Context: an optimization exercise on an open-source flow, tuned for small area, a short achievable clock period and few clock cycles per item. The choices shown serve that exercise and are no tape-out recipe. In this exercise RTL edits were held to simulation tests only and were not proved equivalent to the original.

== TR ==
==> flow/design.v (excerpt) <==
module npe_enc #(
    parameter COMP_MAX = 8,
    parameter TEXT_MAX = 16,
    parameter LW       = 5
) (
    input  wire                  clk,
    input  wire                  rst,
    input  wire                  cmd_valid,
    output wire                  cmd_ready,
    input  wire [3:0]            cmd_op,
    input  wire [15:0]           cmd_n,
    input  wire [15:0]           cmd_x,
    input  wire [15:0]           cmd_y,
    input  wire [15:0]           cmd_r,
    input  wire                  cmd_vis,
    input  wire [1:0]            cmd_ckind,
    input  wire [2:0]            cmd_cname,
    input  wire [15:0]           cmd_cpacked,
    input  wire [7:0]            cmd_cr,
    input  wire [7:0]            cmd_cg,
    input  wire [7:0]            cmd_cb,
    input  wire [3:0]            cmd_chex_len,
    input  wire [63:0]           cmd_chex,
    input  wire [LW-1:0]         cmd_comp_len,
    input  wire [8*COMP_MAX-1:0] cmd_comp,
    input  wire [LW-1:0]         cmd_text_len,
    input  wire [8*TEXT_MAX-1:0] cmd_text,
    output wire                  tx_valid,
    output wire [7:0]            tx_data,
    input  wire                  tx_ready,
  ...
Settings: LEC_CHECK=0, ABC_AREA=1, CAP_MARGIN=20, CORE_MARGIN=2, CORE_UTILIZATION=40, SLEW_MARGIN=20; clock period 20.0 ns.
standard.sh (not shown) runs the stock make flow with config.mk's settings and CLKGATE_MAP_FILE= SYNTH_SCRIPT=/design/flow/synth_recipe.tcl, a recipe that flattens the netlist after the stock synthesis.
==> flow/flow/run.sh <==
#!/bin/bash
set -euo pipefail
W=$PWD
rm -rf "$W/scripts_abc"
cp -r "$FLOW_HOME/scripts" "$W/scripts_abc"
cp "$W/flow/abc_area.script" "$W/scripts_abc/abc_area.script"
bash standard.sh SCRIPTS_DIR="$W/scripts_abc" synth > synth.log 2>&1
export BUFFER_PORTS_ARGS="-buffer_cell sky130_fd_sc_hd__buf_1"
bash standard.sh > layout.log 2>&1
==> flow/flow/abc_area.script <==
strash
&get -n
&fraig -x
&put
scorr
dc2
strash
&get -n
&dch -f
&nf -R 1000
&put
strash
&get -n
&dch -f
&nf -R 1000
&put
TR: full flow OK, the timing, design-rule and antenna checks passed
Testbench counts of TR, summed over its fixed seeds: cycles 26,281, items 1,280.
For PW, these inputs were changed with respect to TR:
==> flow/flow/run.sh <==
#!/bin/bash
# Standard ORFS layout, with the port buffers made from the smallest buffer
# cell instead of the one buffer_ports picks by default.
set -euo pipefail
export BUFFER_PORTS_ARGS="-buffer_cell sky130_fd_sc_hd__buf_1"
bash standard.sh > standard.log 2>&1
removed: flow/flow/abc_area.script
==> results.txt <==
PW finished all stages; the layout is clean. Most common cell after layout, fill and taps aside: buf_1 -> TR, nand2_1 -> PW. Master of the slowest instance on the critical path = nand2_4: PW; master of the slowest instance on the critical path = nor2_1: TR. PW vs TR: global-route track usage on met1 up in PW. Hold violation count in the final report came out exactly the same in PW and TR. PW ended with more arrival time at the worst endpoint than TR. On multi-input combinational area share, PW tracks TR almost exactly. Of the two values seen for startpoint of the most critical setup path, tx_ready was produced by PW and sp[0]$_SDFFE_PN0P_ by TR.

the baseline:
npe_enc, a different RTL version from the one above (not shown whole).
For scale: roughly 1400 cells after synthesis, ~230 flip-flops, ~400 I/O pins.
Settings: LEC_CHECK=0, ABC_AREA=1, CAP_MARGIN=20, CORE_MARGIN=2, CORE_UTILIZATION=55, CTS_BUF_LIST=sky130_fd_sc_hd__clkbuf_8, CTS_CLUSTER_SIZE=20, SLEW_MARGIN=20; clock period 20.0 ns.
==> flow/flow/run.sh <==
#!/bin/bash
set -euo pipefail
W=$PWD
rm -rf "$W/scripts_abc"
cp -r "$FLOW_HOME/scripts" "$W/scripts_abc"
cp "$W/flow/abc_area.script" "$W/scripts_abc/abc_area.script"
bash standard.sh SCRIPTS_DIR="$W/scripts_abc" ADDER_MAP_FILE= synth > synth.log 2>&1
export BUFFER_PORTS_ARGS="-buffer_cell sky130_fd_sc_hd__buf_1"
bash standard.sh > layout.log 2>&1
==> flow/flow/abc_area.script <==
strash
&get -n
&fraig -x
&put
scorr
dc2
strash
&get -n
&dch -f
&nf -R 1000
&put
strash
&get -n
&dch -f
&nf -R 1000
&put
The baseline completed every stage of the flow, and the final layout passed the timing, design-rule and antenna checks.
Testbench counts of the baseline, summed over its fixed seeds: cycles 26,460, items 1,280.
Input-level comparison between the candidate and the baseline:
# the baseline
export LEC_CHECK = 0
export ABC_AREA = 1
export CAP_MARGIN = 20
export CORE_MARGIN = 2
export CORE_UTILIZATION = 55
export CTS_BUF_LIST = sky130_fd_sc_hd__clkbuf_8
export CTS_CLUSTER_SIZE = 20
export SLEW_MARGIN = 20
create_clock -name core_clock -period 20.0 [get_ports {clk}]
# the candidate
export LEC_CHECK = 0
export ABC_AREA = 1
export CAP_MARGIN = 20
export CORE_MARGIN = 2
export CORE_UTILIZATION = 40
export SLEW_MARGIN = 20
create_clock -name core_clock -period 20.0 [get_ports {clk}]
## What came out
- Comparing the candidate and the baseline, the lower final core utilization is on the candidate.
- Of the candidate and the baseline, the run reporting the lower non-clock buffer count was the baseline.
- Largest net degree at the start of global routing, the candidate vs the baseline: down by a little under 10%
- Comparing the candidate and the baseline, the higher via count is on the baseline.
- Reported for the candidate and the baseline, number of buffers inserted by port buffering turned out identical to the last digit.
- Post-synthesis instance area came out exactly the same in the candidate and the baseline.
- The baseline → the candidate: layout overhead on the synthesized area has increased, actual slew at the worst max-slew pin climbed 0.0051 ns.
- The die area reported for the candidate is greater than that of the baseline by 9200 µm².
- Cell count: the candidate higher than the baseline

== wip/ember ==
Another version of the RTL of npe_enc (not shown whole).
Size in the first run: ~1,400 cells after synthesis, about 400 I/O pins, ~13,000 µm² of cells after synthesis.
export LEC_CHECK = 0
export ABC_AREA = 1
export CAP_MARGIN = 20
export CORE_MARGIN = 2
export CORE_UTILIZATION = 55
export CTS_BUF_LIST = sky130_fd_sc_hd__clkbuf_16
export CTS_CLUSTER_DIAMETER = 80
export CTS_CLUSTER_SIZE = 30
export SLEW_MARGIN = 20
create_clock -name core_clock -period 20.0 [get_ports {clk}]
Scripts as last shown in full above: flow/flow/run.sh, flow/flow/abc_area.script
wip/ember finished end to end and its layout was clean on timing, DRC and antenna.
Testbench counts of wip/ember, summed over its fixed seeds: cycles 26,460, items 1,280.
## Diff of input files: wip/fjord against wip/ember
- CTS_BUF_LIST now sky130_fd_sc_hd__clkbuf_8, was sky130_fd_sc_hd__clkbuf_16
- CTS_CLUSTER_DIAMETER no longer set, was 80
- CTS_CLUSTER_SIZE no longer set, was 30
Notes after the runs:
- The standard cells in wip/fjord occupy more silicon area than those in wip/ember do.
- wip/fjord vs wip/ember: met3 track utilization from global routing up in wip/fjord
- The minimum clock period after layout of wip/fjord is lower than that of wip/ember.
- Summary of wip/fjord over wip/ember: final routed wirelength across all metal layers went up by 1.2%, worst hold slack went down by 0.0076 ns.

Setup of run 1:
Starting RTL as in the previous note.
==> flow/config.mk <==
export PLATFORM = sky130hd
export DESIGN_NAME = npe_enc
export DESIGN_NICKNAME = npe_enc
export VERILOG_FILES = /design/flow/design.v
export SDC_FILE = /design/flow/constraint.sdc
export NUM_CORES = 4
export LEC_CHECK = 0
export ABC_AREA = 1
export CAP_MARGIN = 20
export CORE_MARGIN = 2
export CORE_UTILIZATION = 55
export CTS_BUF_LIST = sky130_fd_sc_hd__clkbuf_16
export CTS_CLUSTER_DIAMETER = 80
export CTS_CLUSTER_SIZE = 30
export SLEW_MARGIN = 20
==> flow/constraint.sdc <==
create_clock -name core_clock -period 20.0 [get_ports {clk}]
set_input_delay 4.0000 -clock core_clock [delete_from_list [all_inputs] [get_ports {clk}]]
set_output_delay 4.0000 -clock core_clock [all_outputs]
set_load 0.01 [all_outputs]
==> flow/flow/run.sh <==
#!/bin/bash
# Standard ORFS layout with these changes:
#  - every port still gets a buffer: the inputs buf_1, the outputs buf_2
#    (flow/pre_gp.tcl, run just before ORFS's own port buffering);
#  - repair_timing aims for 11.7 ns of setup slack (SETUP_SLACK_MARGIN), so
#    it also speeds up the input-to-output paths; the clock and the
#    constraints are the standard flow's.
set -euo pipefail
W=$PWD
rm -rf "$W/scripts_abc"
cp -r "$FLOW_HOME/scripts" "$W/scripts_abc"
cp "$W/flow/abc_area.script" "$W/scripts_abc/abc_area.script"
bash standard.sh SCRIPTS_DIR="$W/scripts_abc" ADDER_MAP_FILE= synth > synth.log 2>&1
export BUFFER_PORTS_ARGS="-inputs -buffer_cell sky130_fd_sc_hd__buf_1"
export PRE_GLOBAL_PLACE_TCL="$W/flow/pre_gp.tcl"
export SETUP_SLACK_MARGIN=11.7
bash standard.sh > layout.log 2>&1
==> flow/flow/pre_gp.tcl <==
# Runs before ORFS's own port buffering in global placement: buffers the
# outputs with buf_2 (the inputs then get buf_1 from BUFFER_PORTS_ARGS).
buffer_ports -outputs -buffer_cell sky130_fd_sc_hd__buf_2
Scripts as last shown in full above: flow/flow/abc_area.script
Run 1: flow completed, timing, DRC and antenna clean
Testbench counts of run 1, summed over its fixed seeds: cycles 26,460, items 1,280.
diff inputs: run 1 => run 2
- changing CORE_UTILIZATION from 55 to 60
- changing CAP_MARGIN from 20 to 10
- changing SLEW_MARGIN from 20 to 10
==> flow/flow/run.sh <==
#!/bin/bash
set -euo pipefail
W=$PWD
rm -rf "$W/scripts_abc"
cp -r "$FLOW_HOME/scripts" "$W/scripts_abc"
cp "$W/flow/abc_area.script" "$W/scripts_abc/abc_area.script"
bash standard.sh SCRIPTS_DIR="$W/scripts_abc" ADDER_MAP_FILE= synth > synth.log 2>&1
export BUFFER_PORTS_ARGS="-buffer_cell sky130_fd_sc_hd__buf_1"
bash standard.sh > layout.log 2>&1
removed: flow/flow/pre_gp.tcl
## What came out
Met1 wire length, run 2 and run 1: smaller value in run 2
Share of async-settable or async-resettable flops after synthesis came out exactly the same in run 2 and run 1.
Count of inserted antenna diode cells, run 2 and run 1, higher one = run 2.
Total placed instance area across run 2 and run 1: no real change.
Run 2 against run 1: layout buffering overhead excluding clock cells now larger, fraction of layout instances using a drive strength above 1 now smaller, count of flip-flops with a built-in enable after synthesis comparable, die area now smaller.
Going from run 1 to run 2, shortest period the worst path allows grows by 0.38 ns.
Compared to run 1, run 2 has worst hold-check slack 0.020 ns lower.
diff inputs: run 2 => run 3
- CAP_MARGIN: 10 -> 20
- CTS_BUF_LIST: sky130_fd_sc_hd__clkbuf_16 -> sky130_fd_sc_hd__clkbuf_8
- CTS_CLUSTER_DIAMETER: 80 -> 60
- CTS_CLUSTER_SIZE: 30 -> 16
- SLEW_MARGIN: 10 -> 20
- CORE_UTILIZATION: 60 -> 55
[summary]
Post-route clock period utilization (higher): run 2
Compared with run 2, run 3 instantiates a larger number of standard cells.
When the final numbers for run 3 and run 2 were put side by side, the wire length on met1 turned out to be greater in run 3.
Higher per-cell via count in the routed design was reported by run 2, not run 3.
Comparing run 3 and run 2, total clock buffers created by CTS is higher on run 3.
Cell area, run 3 vs run 2: up slightly
For total area of multi-input combinational cells, run 3 and run 2 come out practically identical.
Of run 3 and run 2, the higher average wire per standard cell belongs to run 2.

[what the ideal ports hide]
How much do the figures lean on ideal ports? The routed layouts below were timed once more, with nothing changed but the port constraints.
Step 1 sets driving cells, clkbuf_16 on the clock port and buf_2 on the other inputs (assumed; they add their load-dependent delay and slew).
Step 2 moves the port delays by t, midway between the first and last clock arrival at a register: inputs arrive t later, outputs are due t later. That takes back most of the time a late clock gives input paths.
Three values: no drivers, after step 1, after step 2; two values: the first two.
| run | t, ns | setup slack, ns | clock arrival spread, ns | worst register clock-pin slew, ns |
|---|---|---|---|---|
| TR | 0.626 | 10.512 / 10.452 / 11.078 | 0.020 / 0.020 | 0.07 / 0.07 |
| PW | 0.644 | 10.301 / 10.279 / 10.279 | 0.018 / 0.018 | 0.07 / 0.07 |
| the baseline | 0.593 | 11.164 / 11.136 / 11.136 | 0.025 / 0.025 | 0.07 / 0.07 |
| the candidate | 0.607 | 11.040 / 11.009 / 11.009 | 0.030 / 0.031 | 0.07 / 0.07 |
| wip/ember | 0.538 | 11.471 / 11.449 / 11.449 | 0.023 / 0.023 | 0.11 / 0.11 |
| wip/fjord | 0.587 | 11.477 / 11.455 / 11.455 | 0.019 / 0.019 | 0.07 / 0.07 |
| run 1 | 0.546 | 11.704 / 11.662 / 11.662 | 0.023 / 0.023 | 0.11 / 0.11 |
| run 2 | 0.542 | 11.326 / 11.326 / 11.326 | 0.026 / 0.026 | 0.11 / 0.11 |
| run 3 | 0.599 | 11.472 / 11.449 / 11.449 | 0.042 / 0.042 | 0.10 / 0.10 |
After both steps every run listed still meets setup and hold. The setup slack of run 1, which loses most, moves by -0.042 ns with the drivers and by -0.042 ns with both steps.
